This is an optimization exercise on Yosys and OpenROAD, whose aim is small area, a short achievable clock period and few clock cycles, not a production implementation.
In this exercise RTL edits were held to simulation tests only and were not proved equivalent to the original.
Power is estimated from default activity; no workload was simulated.

## trial 2
==> flow/design.v <==
module bitsync_decoder (
    input  wire         clk,
    input  wire         rst,
    input  wire         ev_valid,
    input  wire         ev_resync,
    input  wire         ev_feed,
    input  wire         ev_bit,
    output wire         ev_ready,
    input  wire         forward_invalid,
    output wire         out_valid,
    output wire         out_record,
    output wire         out_crc_ok,
    output reg  [3:0]   out_kind,
    output wire [287:0] out_msg,
    output wire [15:0]  out_crc_calc,
    output wire [15:0]  out_crc_rx,
    output reg  [31:0]  cnt_attempt,
    output reg  [31:0]  cnt_pass,
    output reg  [31:0]  cnt_abandon
);
    reg         sync;
    reg  [4:0]  cnt5;       
    reg         par;        
    reg  [31:0] gb;         
    reg         fe;         
    reg  [3:0]  kf;         
    reg         sv;         
    reg  [1:0]  rsym;
    reg  [4:0]  ngrp;       
    reg  [2:0]  rel  [0:7];
    reg  [28:0] hist [0:7];   
    reg         e1, e2, e2_first, fin1, ov;
    reg  [4:0]  e1_idx;
    reg  [7:0]  b_r;
    reg  [255:0] msg;       
    reg  [15:0] crc;
    reg         ok_r, rec_r;
    integer s;
    reg         rdy, i_acc, i_rs, i_fd, i_bit;
    assign ev_ready = rdy;
    always @(posedge clk) begin
        if (rst) begin
            rdy   <= 1'b1;
            i_acc <= 1'b0;
        end else begin
            rdy   <= ~(ev_valid & rdy & ev_resync);
            i_acc <= ev_valid & rdy;
        end
        i_rs  <= ev_resync;
        i_fd  <= ev_feed;
        i_bit <= ev_bit;
    end
    wire        acc      = i_acc;
    wire        hunt_eff = i_rs | ~sync;
    wire        abandon  = acc & i_rs & sync;
    wire        lk_feed  = acc & i_fd & ~hunt_eff;
    wire        last_grp = (ngrp == 5'd17);
    wire        grp_done = lk_feed & (cnt5 == 5'd31);
    wire        abort    = abandon & ~(last_grp & (fe | sv));
    wire [3:0]  jst = i_rs ? 4'd0 : cnt5[3:0];
    reg  [4:0]  kmp;
    always @* begin
        case (jst)
            4'd0:  kmp = i_bit ? 5'd1  : 5'd0;
            4'd1:  kmp = i_bit ? 5'd2  : 5'd0;
            4'd2:  kmp = i_bit ? 5'd2  : 5'd3;
            4'd3:  kmp = i_bit ? 5'd4  : 5'd0;
            4'd4:  kmp = i_bit ? 5'd2  : 5'd5;
            4'd5:  kmp = i_bit ? 5'd1  : 5'd6;
            4'd6:  kmp = i_bit ? 5'd7  : 5'd0;
            4'd7:  kmp = i_bit ? 5'd8  : 5'd0;
            4'd8:  kmp = i_bit ? 5'd9  : 5'd3;
            4'd9:  kmp = i_bit ? 5'd2  : 5'd10;
            4'd10: kmp = i_bit ? 5'd4  : 5'd11;
            4'd11: kmp = i_bit ? 5'd12 : 5'd0;
            4'd12: kmp = i_bit ? 5'd2  : 5'd13;
            4'd13: kmp = i_bit ? 5'd1  : 5'd14;
            4'd14: kmp = i_bit ? 5'd1  : 5'd15;
            default: kmp = i_bit ? 5'd16 : 5'd0;
        endcase
    end
    always @(posedge clk) begin
        if (rst) begin
            sync <= 1'b0;
            cnt5 <= 5'd0;
            par  <= 1'b0;
        end else if (acc) begin
            if (i_fd & hunt_eff) begin
                sync <= (kmp == 5'd16);
                cnt5 <= (kmp == 5'd16) ? 5'd0 : kmp;
            end else if (i_rs) begin
                sync <= 1'b0;
                cnt5 <= 5'd0;
            end else if (lk_feed) begin
                cnt5 <= cnt5 + 5'd1;
                if (cnt5 == 5'd31) begin
                    par <= ~par;
                    if (last_grp)
                        sync <= 1'b0;
                end
            end
        end
    end
    wire [3:0] wm  = cnt5[4:1];
    wire [3:0] wsl = par ? {~wm[1:0], ~wm[3:2]} : wm;
    always @(posedge clk)
        if (lk_feed)
            gb[{wsl, ~cnt5[0]}] <= i_bit;
    wire [3:0] rsl = par ? {~kf[1:0], ~kf[3:2]} : kf;
    always @(posedge clk)
        rsym <= {gb[{rsl, 1'b1}], gb[{rsl, 1'b0}]};
    always @(posedge clk) begin
        if (rst) begin
            fe   <= 1'b0;
            sv   <= 1'b0;
            kf   <= 4'd0;
            ngrp <= 5'd0;
        end else begin
            sv <= fe & ~abort;
            if (abort) begin
                fe   <= 1'b0;
                ngrp <= 5'd0;
            end else begin
                if (grp_done) begin
                    fe <= 1'b1;
                    kf <= 4'd0;
                end else if (fe) begin
                    kf <= kf + 4'd1;
                    if (kf == 4'd15)
                        fe <= 1'b0;
                end
                if (sv && kf == 4'd0)
                    ngrp <= last_grp ? 5'd0 : ngrp + 5'd1;
            end
        end
    end
    wire        early = (ngrp == 5'd0) && (kf == 4'd1 || kf == 4'd2 || kf == 4'd3);
    function [2:0] sat7;
        input [2:0] r;
        input [1:0] d;
        reg   [3:0] t;
        begin
            t    = {1'b0, r} + {2'b00, d};
            sat7 = t[3] ? 3'd7 : t[2:0];
        end
    endfunction
    reg  [2:0]  ra, rb;
    reg  [2:0]  a0, a1, a2, b0, b1, b2;
    reg         c0, c1, c2;
    reg  [1:0]  e0;
    reg         x0, x2;
    reg  [7:0]  dec;
    reg  [2:0]  cand   [0:7];
    reg  [2:0]  rel_nx [0:7];
    reg         z_even, z_odd, delta;
    integer j;
    always @* begin
        for (j = 0; j < 4; j = j + 1) begin
            ra = rel[j];
            rb = rel[j + 4];
            a0 = ra;  a1 = sat7(ra, 2'd1);  a2 = sat7(ra, 2'd2);
            b0 = rb;  b1 = sat7(rb, 2'd1);  b2 = sat7(rb, 2'd2);
            c0 = ~early & ~(a0 <= b2);
            c1 = ~early & ~(a1 <= b1);
            c2 = ~early & ~(a2 <= b0);
            e0 = {j[1] ^ j[2], j[0] ^ j[1] ^ j[2]};
            x0 = (rsym == e0);
            x2 = (rsym == ~e0);
            dec[2*j]     = x0 ? c0 : x2 ? c2 : c1;
            dec[2*j + 1] = x0 ? c2 : x2 ? c0 : c1;
            cand[2*j]     = dec[2*j]     ? (x0 ? b2 : x2 ? b0 : b1) : (x0 ? a0 : x2 ? a2 : a1);
            cand[2*j + 1] = dec[2*j + 1] ? (x0 ? b0 : x2 ? b2 : b1) : (x0 ? a2 : x2 ? a0 : a1);
        end
        z_even = (rel[0] == 3'd0) | (rel[2] == 3'd0) | (rel[4] == 3'd0) | (rel[6] == 3'd0);
        z_odd  = (rel[1] == 3'd0) | (rel[3] == 3'd0) | (rel[5] == 3'd0) | (rel[7] == 3'd0);
        delta  = (rsym[1] ^ rsym[0]) ? ~z_odd : ~z_even;
        for (s = 0; s < 8; s = s + 1)
            rel_nx[s] = cand[s] - {2'b00, delta};
    end
    wire init_cost = sync & (ngrp == 5'd0) & ~fe & ~sv;
    reg [28:0] hist_d [0:7];
    always @* begin
        for (s = 0; s < 8; s = s + 1)
            hist_d[s] = ({29{sv & ~dec[s]}} & {hist[s >> 1][27:0], 1'b0})
                      | ({29{sv &  dec[s]}} & {hist[(s >> 1) + 4][27:0], 1'b1})
                      | ({29{~sv}} & hist[s]);
    end
    always @(posedge clk)
        for (s = 0; s < 8; s = s + 1)
            hist[s] <= hist_d[s];
    always @(posedge clk) begin
        if (sv) begin
            for (s = 0; s < 8; s = s + 1)
                rel[s]  <= rel_nx[s];
        end else if (init_cost) begin
            for (s = 0; s < 8; s = s + 1)
                rel[s] <= (s == 0) ? 3'd0 : 3'd7;
        end
    end
    wire em15 = sv & (kf == 4'd0) & (ngrp != 5'd0) & ~last_grp;
    wire em7  = sv & (kf == 4'd8) & (ngrp >= 5'd2);
    wire [4:0] g2 = {ngrp[3:0], 1'b0};
    reg [2:0] amin;
    always @* begin
        amin = 3'd0;
        for (s = 7; s >= 0; s = s - 1)
            if (rel[s] == 3'd0)
                amin = s[2:0];
    end
    wire [2:0] sel = (e1_idx == 5'd31) ? 3'd0 : amin;
    reg [7:0] wsm;
    always @* begin
        case (e1_idx)
            5'd0:  wsm = 8'hff; 5'd1:  wsm = 8'he1; 5'd2:  wsm = 8'h1d; 5'd3:  wsm = 8'h9a;
            5'd4:  wsm = 8'hed; 5'd5:  wsm = 8'h85; 5'd6:  wsm = 8'h33; 5'd7:  wsm = 8'h24;
            5'd8:  wsm = 8'hea; 5'd9:  wsm = 8'h7a; 5'd10: wsm = 8'hd2; 5'd11: wsm = 8'h39;
            5'd12: wsm = 8'h70; 5'd13: wsm = 8'h97; 5'd14: wsm = 8'h57; 5'd15: wsm = 8'h0a;
            5'd16: wsm = 8'h54; 5'd17: wsm = 8'h7d; 5'd18: wsm = 8'h2d; 5'd19: wsm = 8'hd8;
            5'd20: wsm = 8'h6d; 5'd21: wsm = 8'h0d; 5'd22: wsm = 8'hba; 5'd23: wsm = 8'h8f;
            5'd24: wsm = 8'h67; 5'd25: wsm = 8'h59; 5'd26: wsm = 8'hc7; 5'd27: wsm = 8'ha2;
            5'd28: wsm = 8'hbf; 5'd29: wsm = 8'h34; 5'd30: wsm = 8'hca; default: wsm = 8'h18;
        endcase
    end
    reg [15:0] crc_in, crc_nx;
    integer ci;
    always @* begin
        crc_in = e2_first ? 16'hFFFF : crc;
        crc_nx = crc_in;
        for (ci = 7; ci >= 0; ci = ci - 1) begin
            if (crc_nx[15] ^ b_r[ci])
                crc_nx = {crc_nx[14:0], 1'b0} ^ 16'h8005;
            else
                crc_nx = {crc_nx[14:0], 1'b0};
        end
    end
    wire [31:0] tail = {hist[0], 3'b000} ^ 32'h305393df;
    wire [15:0] rx   = tail[31:16];
    wire        ok   = (crc == rx);
    always @(posedge clk) begin
        if (rst) begin
            e1   <= 1'b0;
            e2   <= 1'b0;
            fin1 <= 1'b0;
            ov   <= 1'b0;
        end else begin
            e1   <= em15 | em7;
            e2   <= e1;
            fin1 <= sv & (kf == 4'd0) & last_grp;
            ov   <= fin1;
        end
        e1_idx   <= em7 ? g2 - 5'd3 : g2 - 5'd2;
        b_r      <= hist[sel][28:21] ^ wsm;
        e2_first <= (e1_idx == 5'd0);
        if (e2) begin
            msg <= {msg[247:0], b_r};
            crc <= crc_nx;
        end
        if (fin1) begin
            out_kind <= kind;
            ok_r  <= ok;
            rec_r <= ok | forward_invalid;
        end
    end
    always @(posedge clk) begin
        if (rst) begin
            cnt_attempt <= 32'd0;
            cnt_pass    <= 32'd0;
            cnt_abandon <= 32'd0;
        end else begin
            if (fin1) begin
                cnt_attempt <= cnt_attempt + 32'd1;
                if (ok)
                    cnt_pass <= cnt_pass + 32'd1;
            end
            if (abandon)
                cnt_abandon <= cnt_abandon + 32'd1;
        end
    end
    assign out_valid    = ov;
    assign out_crc_ok   = ok_r;
    assign out_record   = rec_r;
    assign out_crc_calc = crc;
    assign out_crc_rx   = rx;
    assign out_msg      = {msg, tail};
    reg [3:0] kind;
    always @* begin
        case (msg[223:216])
            8'h01, 8'h02, 8'h03: kind = 4'd1;    
            8'h04:               kind = 4'd2;    
            8'h05:               kind = 4'd3;    
            8'h06:               kind = 4'd4;    
            8'h07:               kind = 4'd5;    
            8'h08, 8'h12:        kind = 4'd6;    
            8'h09, 8'h15:        kind = 4'd7;    
            8'h0A:               kind = 4'd8;    
            8'h0B:               kind = 4'd9;    
            8'h10, 8'h11:        kind = 4'd10;   
            8'h13, 8'h14:        kind = 4'd11;   
            default:             kind = 4'd0;    
        endcase
    end
endmodule
export LEC_CHECK = 0
export CAP_MARGIN = 20
export CORE_MARGIN = 2
export CORE_UTILIZATION = 60
export PLACE_DENSITY = 0.7
export SLEW_MARGIN = 20
create_clock -name core_clock -period 17.0 [get_ports {clk}]
standard.sh (not shown) runs the stock make flow with config.mk's settings and CLKGATE_MAP_FILE= SYNTH_SCRIPT=/design/flow/synth_recipe.tcl, a recipe that flattens the netlist after the stock synthesis.
==> flow/flow/run.sh <==
#!/bin/bash
# Standard ORFS layout; only the port buffers are plain sky130 buffers
# (sky130_fd_sc_hd__buf_1) instead of the delay buffer buffer_ports picks.
set -euo pipefail
export BUFFER_PORTS_ARGS="-buffer_cell sky130_fd_sc_hd__buf_1"
bash standard.sh > standard_flow.log 2>&1
Testbench counts of trial 2, summed over its fixed seeds: cycles 39,048.
#### Input delta (build 74 over trial 2)
--- a/flow/design.v
+++ b/flow/design.v
@@ -235,4 +235,5 @@
     end
     wire [31:0] tail = {hist[0], 3'b000} ^ 32'h305393df;
+    reg  [31:3] tail_r;     
     wire [15:0] rx   = tail[31:16];
     wire        ok   = (crc == rx);
@@ -257,4 +258,5 @@
         end
         if (fin1) begin
+            tail_r   <= tail[31:3];
             out_kind <= kind;
             ok_r  <= ok;
@@ -281,6 +283,6 @@
     assign out_record   = rec_r;
     assign out_crc_calc = crc;
-    assign out_crc_rx   = rx;
-    assign out_msg      = {msg, tail};
+    assign out_crc_rx   = tail_r[31:16];
+    assign out_msg      = {msg, tail_r, tail[2:0]};
     reg [3:0] kind;
     always @* begin
Results
Trial 2 reports its most common cell after layout, fill and taps aside as sky130_fd_sc_hd__nor2_1 while build 74 reports sky130_fd_sc_hd__buf_1. In build 74 the effective utilization at floorplan turned out 0.34 points higher than in trial 2. Per the comparison of build 74 with trial 2, share of synthesized cell area in and, or, nand and nor gates roughly the same, proportion of cell area occupied by multi-input gates roughly the same, clock power roughly the same. As of build 74, net switching power had fallen slightly compared to trial 2.
Testbench counts of build 74, summed over its fixed seeds: cycles 39,048.

---

== run K ==
Another version of the RTL of bitsync_decoder (not shown whole).
For scale: ~3000 cells after synthesis, roughly 430 I/O pins, about 32000 um2 of cells after synthesis.
==> flow/config.mk <==
export PLATFORM = sky130hd
export DESIGN_NAME = bitsync_decoder
export DESIGN_NICKNAME = bitsync_decoder
export VERILOG_FILES = /design/flow/design.v
export SDC_FILE = /design/flow/constraint.sdc
export NUM_CORES = 4
export LEC_CHECK = 0
export CAP_MARGIN = 20
export CORE_MARGIN = 2
export CORE_UTILIZATION = 70
export PLACE_DENSITY = 0.8
export SLEW_MARGIN = 20
==> flow/constraint.sdc <==
create_clock -name core_clock -period 17.0 [get_ports {clk}]
set_input_delay 3.4000 -clock core_clock [delete_from_list [all_inputs] [get_ports {clk}]]
set_output_delay 3.4000 -clock core_clock [all_outputs]
set_load 0.01 [all_outputs]
==> flow/flow/run.sh <==
#!/bin/bash
# Standard ORFS layout with two changes: the port buffers are plain sky130
# buffers (sky130_fd_sc_hd__buf_1) instead of the delay buffer buffer_ports
# picks, and clock tree synthesis clusters up to 24 sinks within 70 um per
# leaf buffer and adds no dummy loads.
set -euo pipefail
export BUFFER_PORTS_ARGS="-buffer_cell sky130_fd_sc_hd__buf_1"
export CTS_ARGS="-sink_clustering_enable -repair_clock_nets -sink_clustering_size 24 -sink_clustering_max_diameter 70 -dont_use_dummy_load"
bash standard.sh > standard_flow.log 2>&1
Testbench counts of run K, summed over its fixed seeds: cycles 39,048.
The inputs of run A differ from those of run K as listed below.
-- flow/design.v --
<<< run K, line 236
    wire [31:0] tail = {hist[0], 3'b000} ^ 32'h305393df;
    wire [15:0] rx   = tail[31:16];
    wire        ok   = (crc == rx);
    always @(posedge clk) begin
>>> run A, line 236
    wire [31:0] tail = {hist[0], 3'b000} ^ 32'h305393df;
    wire [15:0] rx   = tail[31:16];
    reg  [15:0] rx_r;       
    wire        ok   = (crc == rx);
    always @(posedge clk) begin
<<< run K, line 255
        end
        if (fin1) begin
            ok_r  <= ok;
            rec_r <= ok | forward_invalid;
>>> run A, line 256
        end
        if (fin1) begin
            rx_r  <= rx;
            ok_r  <= ok;
            rec_r <= ok | forward_invalid;
<<< run K, line 278
    assign out_record   = rec_r;
    assign out_crc_calc = crc;
    assign out_crc_rx   = rx;
    assign out_msg      = {msg, tail};
    reg [3:0] kind;
    always @* begin
>>> run A, line 280
    assign out_record   = rec_r;
    assign out_crc_calc = crc;
    assign out_crc_rx   = rx_r;
    assign out_msg      = {msg, rx_r, tail[15:0]};
    reg [3:0] kind;
    always @* begin
Findings:
Run A: all stages complete, timing, DRC and antenna checks passed
Run K completed end to end with timing, DRC and antenna clean.
Footprint of the flip-flops and latches came out higher on run A than on run K.
Comparing run A and run K, the lower pin count of the biggest net entering global routing is on run A.
Run K → run A: number of global-route vias before repair now sits higher, die outline height rose 0.65%, first-iteration DRC count decreased by 155 relative to the old numbers.
Between run K and run A, the flow reports maximum clock frequency increasing slightly.
NOTE clock-buffer cell count run K->run A decreased by a few percent
Of run A and run K, the higher total wirelength of the detailed-routed design belongs to run A.
Testbench counts of run A, summed over its fixed seeds: cycles 39,048.

==> port drivers added, routing unchanged <==
Ports are ideal in the flow. The routed layouts listed here were re-timed in OpenROAD.
Step 1 assumes that a clkbuf_16 drives the clock port and a buf_2 every other input.
Step 2 times the ports against the registers' clock, not the clock port: input delays grow and output delays shrink by t, the midpoint of the rising clock arrivals with the driver on.
Three values: ideal, step 1, step 2; two values: the first two.
| run | t, ns | setup slack, ns | hold slack, ns | worst setup path at the end | slew at the worst register clock pin (ns) |
|---|---|---|---|---|---|
| trial 2 | 0.678 | 12.011 / 11.945 / 12.323 | 0.428 / 0.428 / 0.428 | input to register | 0.07 / 0.07 |
| build 74 | 0.673 | 12.187 / 12.124 / 11.903 | 0.402 / 0.402 / 0.402 | input to register | 0.07 / 0.07 |
| run K | 0.619 | 12.131 / 12.070 / 12.166 | 0.445 / 0.445 / 0.445 | input to register | 0.09 / 0.09 |
| run A | 0.638 | 12.214 / 12.148 / 12.297 | 0.441 / 0.441 / 0.441 | input to register | 0.09 / 0.09 |
After both steps setup and hold are still met in every run listed. The setup slack of build 74, which loses most, moves by -0.063 ns with the drivers and by -0.284 ns with both steps.
